Source: an optimization exercise on an open RTL-to-GDS flow (aim: small area, a short achievable clock period and few clock cycles per item). Production flows keep margins and buffers that such runs may drop. No run shown here included a check of the RTL's function; only the layout flow was run. Power and IR drop assume default switching activity.

`config.mk`:
```
export PLATFORM = sky130hd
export DESIGN_NAME = crc_core
export DESIGN_NICKNAME = crc_core
export VERILOG_FILES = /design/flow/design.v
export SDC_FILE = /design/flow/constraint.sdc
export NUM_CORES = 4
export LEC_CHECK = 0
export CAP_MARGIN = 20
export CORE_MARGIN = 2
export CORE_UTILIZATION = 55
export CTS_BUF_LIST = sky130_fd_sc_hd__clkbuf_4 sky130_fd_sc_hd__clkbuf_8
export SLEW_MARGIN = 20
export SYNTH_HIERARCHICAL = 1
export SYNTH_MINIMUM_KEEP_SIZE = 0
```
`constraint.sdc`:
```
create_clock -name core_clock -period 8.0 [get_ports {clk}]
set_input_delay 1.6000 -clock core_clock [delete_from_list [all_inputs] [get_ports {clk}]]
set_output_delay 1.6000 -clock core_clock [all_outputs]
set_load 0.01 [all_outputs]
```
`design.v`:
```
module crc_xor2 (input wire a, input wire b, output wire y);
    assign y = a ^ b;
endmodule
module crc_engine (
    input  wire [7:0]  x,      
    output wire [63:0] t       
);
    wire p8;
    crc_xor2 g8 (.a(x[2]), .b(x[3]), .y(p8));
    wire p9;
    crc_xor2 g9 (.a(x[0]), .b(x[7]), .y(p9));
    wire p10;
    crc_xor2 g10 (.a(x[4]), .b(x[6]), .y(p10));
    wire p11;
    crc_xor2 g11 (.a(x[1]), .b(x[5]), .y(p11));
    wire p12;
    crc_xor2 g12 (.a(p8), .b(p9), .y(p12));
    wire p13;
    crc_xor2 g13 (.a(x[6]), .b(p11), .y(p13));
    wire p14;
    crc_xor2 g14 (.a(x[7]), .b(p8), .y(p14));
    wire p15;
    crc_xor2 g15 (.a(x[2]), .b(p9), .y(p15));
    wire p16;
    crc_xor2 g16 (.a(x[4]), .b(x[5]), .y(p16));
    wire p17;
    crc_xor2 g17 (.a(x[0]), .b(p8), .y(p17));
    wire p18;
    crc_xor2 g18 (.a(x[1]), .b(x[3]), .y(p18));
    wire p19;
    crc_xor2 g19 (.a(x[5]), .b(p10), .y(p19));
    wire p20;
    crc_xor2 g20 (.a(x[5]), .b(x[6]), .y(p20));
    wire p21;
    crc_xor2 g21 (.a(x[4]), .b(p9), .y(p21));
    wire p22;
    crc_xor2 g22 (.a(x[1]), .b(p10), .y(p22));
    wire p23;
    crc_xor2 g23 (.a(x[0]), .b(p16), .y(p23));
    wire p24;
    crc_xor2 g24 (.a(x[1]), .b(x[6]), .y(p24));
    wire p25;
    crc_xor2 g25 (.a(x[2]), .b(x[7]), .y(p25));
    wire p26;
    crc_xor2 g26 (.a(x[0]), .b(x[3]), .y(p26));
    wire p27;
    crc_xor2 g27 (.a(x[3]), .b(p9), .y(p27));
    wire p28;
    crc_xor2 g28 (.a(p10), .b(p11), .y(p28));
    wire q0;
    crc_xor2 r0 (.a(x[0]), .b(x[2]), .y(q0));
    crc_xor2 o0 (.a(q0), .b(p22), .y(t[0]));
    crc_xor2 o1 (.a(p11), .b(p12), .y(t[1]));
    assign t[2] = p26;
    wire q1;
    crc_xor2 r1 (.a(x[0]), .b(x[1]), .y(q1));
    crc_xor2 o3 (.a(x[4]), .b(q1), .y(t[3]));
    crc_xor2 o4 (.a(x[2]), .b(p11), .y(t[4]));
    crc_xor2 o5 (.a(x[6]), .b(p17), .y(t[5]));
    crc_xor2 o6 (.a(p18), .b(p21), .y(t[6]));
    assign t[7] = p20;
    crc_xor2 o8 (.a(x[6]), .b(p9), .y(t[8]));
    crc_xor2 o9 (.a(p10), .b(p15), .y(t[9]));
    crc_xor2 o10 (.a(p12), .b(p19), .y(t[10]));
    crc_xor2 o11 (.a(x[5]), .b(p12), .y(t[11]));
    assign t[12] = p17;
    crc_xor2 o13 (.a(x[4]), .b(p18), .y(t[13]));
    crc_xor2 o14 (.a(x[2]), .b(p23), .y(t[14]));
    crc_xor2 o15 (.a(x[3]), .b(p13), .y(t[15]));
    crc_xor2 o16 (.a(p10), .b(p15), .y(t[16]));
    crc_xor2 o17 (.a(p12), .b(p19), .y(t[17]));
    crc_xor2 o18 (.a(x[5]), .b(p12), .y(t[18]));
    assign t[19] = p8;
    crc_xor2 o20 (.a(x[3]), .b(x[4]), .y(t[20]));
    assign t[21] = p23;
    assign t[22] = p13;
    crc_xor2 o23 (.a(x[6]), .b(p15), .y(t[23]));
    crc_xor2 o24 (.a(p10), .b(p12), .y(t[24]));
    crc_xor2 o25 (.a(p20), .b(p12), .y(t[25]));
    assign t[26] = p14;
    crc_xor2 o27 (.a(p24), .b(p8), .y(t[27]));
    crc_xor2 o28 (.a(x[4]), .b(p14), .y(t[28]));
    crc_xor2 o29 (.a(p8), .b(p13), .y(t[29]));
    crc_xor2 o30 (.a(p10), .b(p14), .y(t[30]));
    crc_xor2 o31 (.a(p13), .b(p14), .y(t[31]));
    crc_xor2 o32 (.a(x[7]), .b(p18), .y(t[32]));
    crc_xor2 o33 (.a(x[0]), .b(p24), .y(t[33]));
    crc_xor2 o34 (.a(x[1]), .b(p15), .y(t[34]));
    crc_xor2 o35 (.a(p10), .b(p26), .y(t[35]));
    crc_xor2 o36 (.a(p11), .b(p21), .y(t[36]));
    assign t[37] = p23;
    assign t[38] = p13;
    crc_xor2 o39 (.a(x[6]), .b(p15), .y(t[39]));
    crc_xor2 o40 (.a(p10), .b(p14), .y(t[40]));
    crc_xor2 o41 (.a(p13), .b(p14), .y(t[41]));
    crc_xor2 o42 (.a(p18), .b(p9), .y(t[42]));
    crc_xor2 o43 (.a(x[0]), .b(x[6]), .y(t[43]));
    crc_xor2 o44 (.a(x[1]), .b(x[7]), .y(t[44]));
    assign t[45] = p22;
    crc_xor2 o46 (.a(x[5]), .b(p15), .y(t[46]));
    crc_xor2 o47 (.a(x[4]), .b(p8), .y(t[47]));
    crc_xor2 o48 (.a(x[3]), .b(p16), .y(t[48]));
    crc_xor2 o49 (.a(x[0]), .b(p19), .y(t[49]));
    crc_xor2 o50 (.a(p9), .b(p13), .y(t[50]));
    assign t[51] = p21;
    crc_xor2 o52 (.a(x[2]), .b(p19), .y(t[52]));
    crc_xor2 o53 (.a(p20), .b(p27), .y(t[53]));
    assign t[54] = p25;
    crc_xor2 o55 (.a(p8), .b(p22), .y(t[55]));
    crc_xor2 o56 (.a(p16), .b(p12), .y(t[56]));
    crc_xor2 o57 (.a(x[5]), .b(p17), .y(t[57]));
    crc_xor2 o58 (.a(p10), .b(p18), .y(t[58]));
    crc_xor2 o59 (.a(p16), .b(p25), .y(t[59]));
    wire q2;
    crc_xor2 r2 (.a(x[4]), .b(p11), .y(q2));
    crc_xor2 o60 (.a(p17), .b(q2), .y(t[60]));
    crc_xor2 o61 (.a(p17), .b(p28), .y(t[61]));
    crc_xor2 o62 (.a(p14), .b(p28), .y(t[62]));
    crc_xor2 o63 (.a(p11), .b(p27), .y(t[63]));
endmodule
module crc_core (
    input  wire        clk,
    input  wire        rst,
    input  wire        cmd_valid,
    output wire        cmd_ready,
    input  wire [31:0] cmd_word,
    output reg         resp_valid,
    input  wire        resp_ready,
    output wire [7:0]  resp_status,
    output reg  [63:0] resp_data
);
    localparam [7:0] OP_CRC_INIT       = 8'h01;
    localparam [7:0] OP_CRC_UPDATE     = 8'h02;
    localparam [7:0] OP_CRC_READ       = 8'h03;
    localparam [7:0] OP_CRC_TABLE_READ = 8'h04;
    wire [7:0]  op  = cmd_word[7:0];
    wire [7:0]  a   = cmd_word[15:8];
    wire [15:0] off = cmd_word[31:16];
    wire is_init   = (op == OP_CRC_INIT)       && (off == 16'd0) && (a == 8'd0);
    wire is_update = (op == OP_CRC_UPDATE)     && (off == 16'd0);
    wire is_read   = (op == OP_CRC_READ)       && (off == 16'd0) && (a == 8'd0);
    wire is_table  = (op == OP_CRC_TABLE_READ) && (off == 16'd0);
    wire [3:0] in_f = {is_update, is_init, is_read, is_table};
    reg        h_v, s_v;
    reg [3:0]  h_f, s_f;
    reg [7:0]  h_x, s_a;
    assign cmd_ready = !s_v;
    wire take   = cmd_valid && !s_v;
    wire adv    = h_v && (!resp_valid || resp_ready);    
    wire h_free = adv || !h_v;
    wire e_upd  = h_f[3];
    wire e_init = h_f[2];
    wire e_read = h_f[1];
    wire e_tbl  = h_f[0];
    reg  [63:0] crc_s;
    wire [63:0] t_val;
    crc_engine u_engine (
        .x (h_x),
        .t (t_val)
    );
    wire s_set  = rst || (adv && e_init);
    wire s_step = adv && e_upd;
    always @(posedge clk) begin
        if (s_set)
            crc_s <= 64'hFFFFFFFFFFFFFFFF;
        else if (s_step)
            crc_s <= (crc_s >> 8) ^ t_val;
    end
    wire       n_use = s_v ? s_f[3] : op[1];    
    wire [7:0] n_a   = s_v ? s_a : a;
    wire [7:0] n_s   = s_set ? 8'hFF : (s_step ? crc_s[15:8] : crc_s[7:0]);
    wire [7:0] n_pre = n_a ^ (n_s & {8{n_use}});
    wire [7:0] n_x   = n_pre ^ (t_val[7:0] & {8{n_use && s_step && !s_set}});
    always @(posedge clk) begin
        if (rst) begin
            h_v <= 1'b0;
            s_v <= 1'b0;
        end else begin
            if (h_free) begin
                h_v <= s_v || take;
                h_f <= s_v ? s_f : in_f;
                h_x <= n_x;
                s_v <= 1'b0;
            end else if (take) begin
                s_v <= 1'b1;
                s_f <= in_f;
                s_a <= a;
            end
        end
    end
    reg st_ill;
    assign resp_status = {7'd0, st_ill};
    always @(posedge clk) begin
        if (rst) begin
            resp_valid <= 1'b0;
        end else if (adv) begin
            resp_valid <= 1'b1;
            st_ill     <= !(e_upd || e_init || e_read || e_tbl);
            resp_data  <= ({64{e_read}} & ~crc_s) | ({64{e_tbl}} & t_val);
        end else if (resp_ready) begin
            resp_valid <= 1'b0;
        end
    end
endmodule
```
`flow/run.sh`:
```
#!/bin/bash
set -euo pipefail
export BUFFER_PORTS_ARGS="-buffer_cell sky130_fd_sc_hd__buf_1"
export SETUP_SLACK_MARGIN=5.3
bash standard.sh > standard_make.log 2>&1
```
`standard.sh`:
```
#!/bin/bash
# synth_recipe.tcl (not shown) runs the flow's synth.tcl, then flattens the netlist and writes it again
# the make line also repeats each setting of config.mk as NAME=value (left out here)
make -C /OpenROAD-flow-scripts/flow DESIGN_CONFIG=/design/flow/config.mk WORK_HOME=/design/flow/orfs CLKGATE_MAP_FILE= SYNTH_SCRIPT=/design/flow/synth_recipe.tcl "${@:-finish}"
```
==> flow_summary.yaml, run 1 <==
logic_synthesis:
  ys_ff_latch: 156
  yosysWarnings: 7
  avgSynthCellArea_um2: 10.5
  synth-main-ff-cell: "edfxtp_1"
  synthDistinctLibCells: 33
  async_flop_share_pct: 0
  synth_cells: 692
  syn_area_um2: 7280
  synth-edff-count: 89
  ys_seq_area_share_pct: 55.1
sta:
  setup_viol: 0
  finalHoldViolCount: 0
  tightest_slew_ns: 0.892
  rsz0062_at_grt: "true"
  setup_ws_ns: 5.21
  relSlewSlack_pct: 40.5
  skew_ns: 0.0139
  holdWs_ns: 0.507
  fin_setup_tns_ns: 0
  finalCriticalPeriod_ns: 2.79
  fin_crit_sh_pct: 34.8
  slew_violations: 0
  timing.fmax_mhz: 359
placement:
  dp_cells: 927
  hpwl_um: 11300
  dp_slack_ns: 4.32
  placed_cell_area_um2: 7750
  portBuffers: 102
  place_congestion: 0.850
floorplanning:
  initial_core_util_pct: 55.6
  die-area_um2: 14200
  core_um2: 13100
  placementRows: 42
  die_w_um: 119
  die_height_um: 119
  pin_count: 110
cts:
  holdBufCountCts: 0
  cts_buffers: 17
  cts_max_level: 4
  clock_sinks: 156
  tritoncts: "done"
  path_clk_slew_ns: 0.08
  clockBufferDepth: 2
  cts_root_buffer: "clkbuf_8"
  clk_latency_ns: 0.45
global_routing:
  antenna_found_initial: 0
  track_usage_pct: 25.3
  grt_start_max_net_pins: 105
  grt_pass1_vias: 5125
  grt-ovfl-total: 0
  grt_pass1_wl_um: 27400
finish:
  final_nets: 827
  diodes: 0
  drive_above_1_share_pct: 10.7
  design_area_um2: 8490
  final_cells: 980
  area_growth_pct: 16.6
worst_setup_path:
  cp-end-kind: "register"
  worstSetupPathType: "input pin to register"
  timing.rr.start: "h_x[5]$_DFFE_PP_"
  worstPathArrival_ns: 3.07
  cp-start-kind: "input pin"
  r2r_cells: 5
  reg2reg_slack_ns: 5.40
  crit_required_ns: 8.29
  crit_fanout: 4
  r2r-end: "crc_s[14]$_SDFFE_PP1P_"
hold_path:
  worstHoldStart: "crc_s[63]$_SDFFE_PP1P_"
  worstHoldEndpoint: "crc_s[63]$_SDFFE_PP1P_"
  hold_class: "register to register"
  whs_path_depth: 2
routing:
  num_vias: 5365
  drc: 0
  antenna_left: 0
  vias_per_cell: 5.47
  drt_iter0_drc: 382
  wl_per_cell_um: 18.0
  routed_wl_um: 17600
  drt_first_pass_iters: 5
power:
  power_density_nw_per_um2: 240
  p_leak_nw: 3.16
  peakVddDrop_mv: 0.120
job:
  cap_violations: 0
status:
  run_status: "finished clean"
## metrics by stage
step | utilization [%] | total power, mW
floorplan | - | 1.29
global placement | 59.2 | 1.39
detailed placement | 59.2 | 1.40
CTS | 63.5 | 2.02
global route | 64.9 | 2.12
finish | 64.9 | 2.03
## cells in the final DEF (no fill, tap or decap), types with 3 or more instances in the layout
| cell | n |
|---|---|
| clkbuf_8 | 23 |
| nand3_1 | 25 |
| xnor2_1 | 56 |
| dfxtp_1 | 66 |
| clkinv_2 | 4 |
| o211ai_1 | 48 |
| conb_1 | 7 |
| clkbuf_4 | 3 |
| nand2_1 | 134 |
| buf_12 | 4 |
| o21ai_0 | 36 |
| nor4_1 | 6 |
| xor2_4 | 3 |
| buf_4 | 21 |
| buf_1 | 101 |
| o21ai_1 | 37 |
| xor2_2 | 3 |
| edfxtp_1 | 89 |
| mux2i_1 | 8 |
| a31oi_1 | 8 |
| xor2_1 | 78 |
| nor2_1 | 10 |
## area by class of cell
cell class / instances / area (um2)
clock inverters: 6 / 82.6
well taps: 176 / 220
flip-flops and latches: 156 / 4020
inverters: 3 / 12.5
clock buffers: 26 / 339
multi-input cells: 483 / 3150
repair buffers: 130 / 669
fillers: 1057 / 4600
## synth_stat cells (all sizes together) (2+ instances only)
master    n  share of area, %
nand2   136               7.0
nand4     2              0.17
a31oi     9              0.77
edfxtp   89                37
xor2     84                10
o31ai     2              0.34
clkbuf   30               1.5
dfxtp    67                18
o211ai   48               5.0
nor2     11              0.57
nand3    25               1.7
mux2i     8               1.1
xnor2    56               6.7
nand2b    2              0.17
inv       3              0.15
nor4      6              0.52
o21ai    73               5.0
a21oi     2              0.14
buf      27               2.5
or3       2              0.31
nor3      2              0.14
## state kept, by name, indices dropped and copies added, names as in the netlist
name        flops
crc_s          64
h_f             4
h_v             1
h_x             8
resp_data      64
resp_valid      1
s_a             8
s_f             4
s_v             1
st_ill          1
## per-module statistics from Yosys (local to each module, per instance)
module,times used,flip-flops and latches,cells inside
crc_engine,1,0,12
crc_core,1,156,604
crc_xor2,76,0,1
## cell families (layout without fill, tap and decap cells)
group / count (synthesis) / count (layout) / share of synthesized area (%)
mux: 8 / 8 / 1.10
flops: 156 / 156 / 55.1
simple gates: 191 / 192 / 11.2
other cells: 1 / 7 / 0.0515
compound gates: 136 / 136 / 11.4
xor+xnor: 140 / 140 / 16.8
buf+inv: 60 / 165 / 4.21
## per-layer routing
metal	GRT usage, %	vias to the layer above	wire (um)	part of all wire, %
met2	40.1	184	8390	48
met3	4.55	27	951	5.4
met5	0	-	0	0
met1	35.2	2576	7930	45
li1	-	2578	-	-
met4	9.08	0	361	2.0
## how the worst max path moves through the flow
stage               slack [ns]        start                      to  cells after the start
finish                    5.21  cmd_word[5]        h_f[3]$_DFFE_PP_                      5
global route              5.19  cmd_word[5]        h_f[3]$_DFFE_PP_                      5
CTS                       5.23  cmd_word[5]        h_f[3]$_DFFE_PP_                      5
detailed placement        4.32   resp_ready  resp_data[5]$_DFFE_PP_                      5
global placement          4.44   resp_ready  resp_data[1]$_DFFE_PP_                      5
floorplan                 4.70   resp_ready  resp_data[0]$_DFFE_PP_                      4
## critical path: stages
cell and delay (ns):
buf_1 0.07, or4_4 0.52, or3_4 0.34, or3_4 0.36, o31ai_2 0.17
## where the power goes
part           leakage (nW)  internal, mW  switching [mW]
clock network         0.219         0.337           0.280
logic                  1.57         0.189           0.304
registers              1.38         0.895          0.0298
total                  3.16          1.42           0.613
## timing repair
item,in CTS,in global routing
resized for setup,15,6
pin swaps,2,3
endpoints found under the hold margin,0,0
setup buffers,5,14
setup endpoints to repair,105,98
cloned,1,1
==> run 2: changes to the inputs <==
--- a/config.mk
+++ b/config.mk
@@ -10,4 +10,5 @@
 export CORE_UTILIZATION = 55
 export CTS_BUF_LIST = sky130_fd_sc_hd__clkbuf_4 sky130_fd_sc_hd__clkbuf_8
+export PLACE_DENSITY = 0.75
 export SLEW_MARGIN = 20
 export SYNTH_HIERARCHICAL = 1
==> flow_summary.yaml, run 2 <==
sta:
  skew_ns: 0.0158
  finalHoldViolCount: 0
  fin_setup_tns_ns: 0
  timing.fmax_mhz: 359
  finalCriticalPeriod_ns: 2.79
  fin_crit_sh_pct: 34.9
  slew_violations: 0
  setup_viol: 0
  relSlewSlack_pct: 30.1
  tightest_slew_ns: 1.05
  rsz0062_at_grt: "true"
power:
  pwr-share-clk_pct: 30.8
  sw_frac_of_total_pct: 29.7
  comb_power_share_pct: 23.9
  peakVddDrop_mv: 0.101
  p_int_mw: 1.43
  finalPower_mw: 2.04
  p_leak_nw: 3.16
  switchingPower_uw: 604
  power_density_nw_per_um2: 240
  seq_power_share_pct: 45.3
routing:
  vias_per_cell: 5.57
  drc: 0
  drt_iter0_drc: 489
  drt_first_pass_iters: 6
  routed_wl_um: 16800
  antenna_left: 0
  wl_per_cell_um: 17.1
  num_vias: 5452
floorplanning:
  die-area_um2: 14200
  placementRows: 42
  pin_count: 110
  core_um2: 13100
  die_w_um: 119
  initial_core_util_pct: 55.6
  die_height_um: 119
logic_synthesis:
  synth_common_cells: "136 x nand2_1, 89 x edfxtp_1, 84 x xor2_1"
  synth_area_leaders: "edfxtp_1 37%, dfxtp_1 18%, xor2_1 10%"
  synth_top_area_share_pct: 36.7
  synth-main-ff-cell: "edfxtp_1"
  yosysWarnings: 7
  synthDistinctLibCells: 33
  ys_seq_area_share_pct: 55.1
  syn_area_um2: 7280
  avgSynthCellArea_um2: 10.5
  async_flop_share_pct: 0
  yosysMostFrequentCell: "nand2_1"
  synth_cells: 692
  synth-edff-count: 89
  ys_ff_latch: 156
  yosysTopAreaCell: "edfxtp_1"
worst_setup_path:
  path_delay_family: "simple AND/OR/NAND/NOR gates"
  worstSetupPathType: "input pin to register"
  crit_fanout: 4
  cp_cell_sequence: "buf_1 > or4_4 > or3_4 > or3_4 > o31ai_4"
  critPathSlowestCell: "or4_4"
  cp-end-kind: "register"
  worst_path_most_repeated_cell: "or3_4"
  crit_required_ns: 8.29
  path_buf_inv: 1
  worstPathArrival_ns: 3.08
  cp_slowest_stage_delay_ns: 0.52
  cp-start-kind: "input pin"
finish:
  final_common_cell: "nand2_1"
  num-fill-cells: 1024
  layout_common_cells: "134 x nand2_1, 102 x buf_1, 89 x edfxtp_1"
  multi_input_area_um2: 3160
  largest_registers: "crc_s (64), resp_data (64)"
  final_nets: 826
  drive_above_1_share_pct: 10.5
  diodes: 0
  area_growth_pct: 16.7
  regArea_um2: 4020
placement:
  portBuffers: 102
  hpwl_um: 10900
  place_congestion: 0.880
cts:
  clock_sinks: 156
  cts_max_level: 4
  holdBufCountCts: 0
  clk_latency_ns: 0.45
  clockBufferDepth: 2
  cts_root_buffer: "clkbuf_8"
  cts_buffers: 17
  tritoncts: "done"
  path_clk_slew_ns: 0.07
hold_path:
  hold_class: "register to register"
global_routing:
  grt_start_max_net_pins: 105
  grt_pass1_vias: 5208
  grt_pass1_wl_um: 26400
  track_usage_pct: 23.9
  grt-ovfl-total: 0
  antenna_found_initial: 0
job:
  cap_violations: 0
status:
  run_status: "finished clean"
-- run 2: repair_timing --
| action | in CTS | in global routing |
|---|---|---|
| buffers inserted | 3 | 19 |
| setup endpoints to repair | 122 | 43 |
| pin swaps | 1 | 2 |
| resized for setup | 14 | 6 |
-- run 2: logic make-up (layout without fill, tap and decap cells) --
kind of cell / Yosys count / count (layout) / synth area share, %
AO/OA/AOI/OAI: 136 / 136 / 11.4
XOR/XNOR: 140 / 140 / 16.8
multiplexers: 8 / 8 / 1.10
other: 1 / 7 / 0.0515
flip-flops: 156 / 156 / 55.1
AND/OR/NAND/NOR: 191 / 191 / 11.2
buffers and inverters: 60 / 165 / 4.21
-- run 2: metal layers --
layer,up-vias,global-route usage (%),wire (um)
met5,-,0,0
met4,0,10.0,378
met3,34,4.31,1040
met2,213,39.1,8390
met1,2639,31.5,6980
li1,2566,-,-
-- run 2: path summary, 6_finish.rpt --
path	cells past startpoint	start	to	slack [ns]
hold / removal	2	crc_s[6]$_SDFFE_PP1P_	crc_s[6]$_SDFFE_PP1P_	0.50
setup / recovery	5	cmd_word[5]	h_f[3]$_DFFE_PP_	5.21
setup reg to reg	8	h_x[0]$_DFFE_PP_	h_x[1]$_DFFE_PP_	5.38
hold reg to reg	2	crc_s[6]$_SDFFE_PP1P_	crc_s[6]$_SDFFE_PP1P_	0.50
-- run 2: modules after synthesis (local to each module, per instance) --
module	area, um2	cells	copies in the design	flops+latches
crc_core	6520	604	1	156
crc_xor2	8.76	1	76	0
crc_engine	90.1	12	1	0
-- run 2: layout make-up --
class                           count  share of cell area [%]
Tap cell                          176                    2.59
Clock buffer                       25                    3.76
Clock inverter                      7                    1.33
Sequential cell                   156                    47.3
Inverter                            3                   0.133
Multi-Input combinational cell    482                    37.2
Timing Repair Buffer              130                    7.66
-- run 2: worst min-delay path: cells and delay by family, from the launching register on --
kind,cells,cell delay (ns)
compound gates,1,0.08
flops,1,0.32
simple gates,1,0.07
-- run 2: metrics by stage --
step / util, % / cell area [um2] / hold slack, ns / std cells / worst slack (ns)
after floorplan: - / 7380 / 0.452 / 698 / 4.70
after global placement: 59.1 / 7730 / 0.477 / 925 / 4.69
after detailed placement: 59.1 / 7730 / 0.483 / 925 / 4.63
after CTS: 63.3 / 8280 / 0.500 / 960 / 5.18
after global routing: 64.9 / 8490 / 0.528 / 979 / 5.19
final: 64.9 / 8490 / 0.498 / 979 / 5.21
-- run 2: power by group through the flow --
stage	registers (mW)	logic (mW)	clock network (mW)
5_1_grt	0.926	0.529	0.663
2_1_floorplan	0.944	0.350	0
6_report	0.922	0.488	0.626
3_3_place_gp	0.943	0.441	0
3_5_place_dp	0.944	0.447	0
4_1_cts	0.928	0.460	0.633

[port drivers added, routing unchanged]
The results above use ideal ports. As a check the final layouts listed here were re-extracted and re-timed, cells and wires unchanged. Step 1, drivers: a clkbuf_16 drives clk and a buf_2 each remaining input, both assumed. Step 2, shift: input delay + t, output delay - t, t = (earliest + latest rising clock arrival at the registers) / 2. This alone moves slack from input paths to output paths. a / b / c = ideal / step 1 / step 2; a / b = the first two.
run | t, ns | setup slack, ns | hold slack, ns | pins driven straight from the clock port
run 1 | 0.487 | 5.213 / 5.231 / 4.744 | 0.507 / 0.507 / 0.507 | 1
run 2 | 0.480 | 5.212 / 5.226 / 4.745 | 0.498 / 0.498 / 0.498 | 1
After both steps every run listed still meets setup and hold. The setup slack of run 1, which loses most, moves by +0.018 ns with the drivers and by -0.469 ns with both steps.
